This is an optimization exercise on Yosys and OpenROAD, whose aim is small area, a short achievable clock period and few clock cycles, not a production implementation.
Only simulation tests tie the RTL to the original design; equivalence was not proved.
Power and IR drop assume default switching activity.

## cn_codec
module cn_codec (
    input  wire        clk,
    input  wire        rst,
    input  wire        cmd_valid,
    input  wire [31:0] cmd_word,
    input  wire [31:0] opa_addr,
    input  wire [31:0] opa_len,
    input  wire [31:0] opa_dst,
    input  wire [7:0]  opa_flags,
    input  wire [31:0] opa_seqack,
    output reg         busy,
    output wire [7:0]  res_code,
    output reg  [31:0] res_len,
    output reg  [15:0] res_cksum,
    output reg  [31:0] res_hdr0,
    output reg  [31:0] res_hdr1,
    output reg  [8:0]  res_hdr2,
    output wire        mem_req,
    output wire        mem_we,
    output wire [31:0] mem_addr,
    output wire [7:0]  mem_wdata,
    input  wire        mem_gnt,
    input  wire        mem_rvalid,
    input  wire [7:0]  mem_rdata
);
    function [32:0] bk_carry(input [31:0] g, input [31:0] p, input ci, input integer W);
        reg [31:0] G, P;
        integer i, l, d;
        begin
            G = g;
            P = p;
            G[0] = g[0] | (p[0] & ci);
            P[0] = 1'b0;
            for (l = 0; l < 5; l = l + 1) begin
  ...
clock: 8.0 ns
lec_check: 0
cap_margin: 20
core_margin: 2
core_utilization: 40
cts_buf_list: sky130_fd_sc_hd__clkbuf_4
place_density: 0.6
setup_slack_margin: 4.5
slew_margin: 20
standard.sh (not shown) runs the stock make flow with config.mk's settings and CLKGATE_MAP_FILE= SYNTH_SCRIPT=/design/flow/synth_recipe.tcl, a recipe that flattens the netlist after the stock synthesis.
==> flow/flow/run.sh <==
#!/bin/bash
set -euo pipefail
export BUFFER_PORTS_ARGS="-buffer_cell sky130_fd_sc_hd__buf_1"
bash standard.sh > standard_flow.log 2>&1
Testbench counts at the start, summed over its fixed seeds: cycles 157,732.
Rerun with:
==> flow/run.sh (new file) <==
#!/bin/bash
# synth_recipe.tcl (not shown) runs the flow's synth.tcl, then flattens the netlist and writes it again
# the make line also repeats each setting of config.mk as NAME=value (left out here)
make -C /OpenROAD-flow-scripts/flow DESIGN_CONFIG=/design/flow/config.mk WORK_HOME=/design/flow/orfs CLKGATE_MAP_FILE= SYNTH_SCRIPT=/design/flow/synth_recipe.tcl finish
- CTS_BUF_LIST: sky130_fd_sc_hd__clkbuf_4 -> not set
- SETUP_SLACK_MARGIN: 4.5 -> 4.8
removed: flow/flow/run.sh
removed: flow/standard.sh
Cell area rises by roughly a tenth; global-route usage rises by 1.1 points; worst setup slack gains 49 ps; total power rises by a few percent; synthesized cell count is unchanged; cell count falls by a few percent; synthesized area stays the same; non-clock buffer count rises by 30; critical path depth rises by 11.

== P ==
cn_codec again, from the RTL that the note above started with.
clock: 8.0 ns
lec_check: 0
abc_area: 1
cap_margin: 20
core_margin: 2
core_utilization: 55
cts_buf_list: sky130_fd_sc_hd__clkbuf_4
place_density: 0.75
setup_slack_margin: 4.5
slew_margin: 20
==> flow/flow/run.sh <==
#!/bin/bash
set -euo pipefail
export BUFFER_PORTS_ARGS="-buffer_cell sky130_fd_sc_hd__buf_1"
export CTS_ARGS="-sink_clustering_enable -repair_clock_nets -dont_use_dummy_load -buf_list sky130_fd_sc_hd__clkbuf_8 -sink_clustering_size 16 -sink_clustering_max_diameter 50"
bash standard.sh > standard_flow.log 2>&1
Testbench counts of P, summed over its fixed seeds: cycles 157,732.
> inputs changed (P -> Q)
Settings: changing CORE_UTILIZATION from 55 to 40; removing CTS_BUF_LIST (formerly sky130_fd_sc_hd__clkbuf_4); removing ABC_AREA (formerly 1); changing SETUP_SLACK_MARGIN from 4.5 to 4.8; changing PLACE_DENSITY from 0.75 to 0.6.
==> flow/flow/run.sh <==
#!/bin/bash
set -euo pipefail
export BUFFER_PORTS_ARGS="-buffer_cell sky130_fd_sc_hd__buf_1"
bash standard.sh > standard_flow.log 2>&1
### Flow results
- Having completed the whole flow, Q delivered a layout that passed the timing, DRC and antenna checks.
- Compared Q vs P, and die boundary height is up in Q.
- Portion of total power attributed to the clock network in Q vs P: up 8.0 points
- Q: register-to-register slack is 0.05 ns lower than what P reported.
- Between P and Q, average footprint of a synthesized cell increased.
- Going from P to Q, post-synthesis sequential area ratio has increased, parity-gate share of the synthesized area counting xor and xnor cells grew by 0.60 points.
Changes in R relative to Q:
Settings: a change of CORE_UTILIZATION from 40 to 55; an added CTS_BUF_LIST of sky130_fd_sc_hd__clkbuf_8; a change of PLACE_DENSITY from 0.6 to 0.75; a change of SETUP_SLACK_MARGIN from 4.8 to 4.5.
### Flow results
R has more setup slack than Q. Summary of the comparison: setup fix buffers added after clock tree synthesis is lower in R, relative to Q. Comparing power for R and Q, the bigger number came from Q. Fmax: R better than Q. R vs Q on layout overhead on the synthesized area: R is the lower one. Between R and Q, the global-route wire length before repair is lower for R. As of R, count of clock-buffer cells in the layout had risen by more than a quarter compared to Q. Re sequential cell count of the final layout: no difference whatsoever between Q and R. Q -> R: die span in x decreased by more than 10%. Compared with Q, R shows a lower clock share of power. Looking at sequential share of cell area, R sits above Q.
> inputs changed (R -> S)
Settings: swapping sky130_fd_sc_hd__clkbuf_8 for sky130_fd_sc_hd__clkbuf_4 in CTS_BUF_LIST.
Results
Summary of S over R: internal power saw a decrease; sequential share of layout area neither gained nor lost much; register-to-register slack went up 0.03 ns. Looking at highest routing layer actually used, the met4 result is from R; the met5 one comes from S. Diff S..R | total buffers and inverters traversed by the critical path | unchanged.
For T, these inputs were changed with respect to S:
Settings: a change of SETUP_SLACK_MARGIN from 4.5 to 4.3; an added ABC_AREA of 1.
-- flow/flow/run.sh --
<<< S, line 4
>>> T, line 4
export CTS_ARGS="-sink_clustering_enable -repair_clock_nets -dont_use_dummy_load -buf_list sky130_fd_sc_hd__clkbuf_8 -sink_clustering_size 12 -sink_clustering_max_diameter 60"
--- outcome ---
- T closes out successfully: all stages finished, all timing, DRC and antenna checks passed.
- In the reports for S and T, the smaller number of non-filler instances in the completed layout belongs to S.
- Relative to S, the buffer share of cell area of T is lower by 2.1 points.
- Of S and T, the lower fraction of the mapped netlist area in simple logic gates belongs to S.
- Total stage count of the critical path up 13 in T wrt S
- The standard cells in T occupy less silicon area than those in S do.
- Taking S as the reference point, the setup slack of T falls by 0.12 ns.
- Relative to S, combinational share of power increased by 0.2 points in T.
- Area after synthesis of T exceeds that of S slightly.
- Comparing S and T, the lower global-route usage is on S.
- Clock group share of total power in T vs S: down 6.5 points

## port drivers added, routing unchanged
The flow's constraints put no driver on any port. The routed layouts listed below were extracted and timed again, unchanged, in two steps. Step 1 (the two cells are an assumption about what drives the block):
set clk [get_ports {clk}]
set_driving_cell -lib_cell sky130_fd_sc_hd__clkbuf_16 $clk
set_driving_cell -lib_cell sky130_fd_sc_hd__buf_2 [delete_from_list [all_inputs] $clk]
Step 2, shift: input delay + t, output delay - t, t = (earliest + latest rising clock arrival at the registers) / 2. This alone moves slack from input paths to output paths. Three values: no drivers, after step 1, after step 2; two values: the first two.
run | t, ns | setup WS [ns] | hold WS [ns] | clock arrival spread, ns | worst register clock-pin slew, ns
the first run of note 1 | 0.902 | 4.417 / 4.360 / 3.650 | 0.469 / 0.469 / 0.469 | 0.106 / 0.106 | 0.07 / 0.07
the second run of note 1 | 0.623 | 4.466 / 4.466 / 3.910 | 0.467 / 0.467 / 0.467 | 0.032 / 0.032 | 0.06 / 0.06
P | 0.662 | 4.590 / 4.551 / 3.957 | 0.460 / 0.460 / 0.460 | 0.069 / 0.069 | 0.10 / 0.10
Q | 0.640 | 4.466 / 4.433 / 3.793 | 0.468 / 0.468 / 0.468 | 0.039 / 0.040 | 0.07 / 0.07
R | 0.700 | 4.517 / 4.517 / 3.829 | 0.448 / 0.448 / 0.448 | 0.042 / 0.042 | 0.07 / 0.07
S | 0.843 | 4.527 / 4.475 / 3.724 | 0.469 / 0.469 / 0.469 | 0.058 / 0.058 | 0.08 / 0.08
T | 0.662 | 4.409 / 4.409 / 3.774 | 0.462 / 0.462 / 0.462 | 0.077 / 0.078 | 0.10 / 0.10
After both steps setup and hold are still met in every run listed. For S, which loses most, drivers alone change the setup slack by -0.052 ns; drivers and shift together by -0.803 ns.
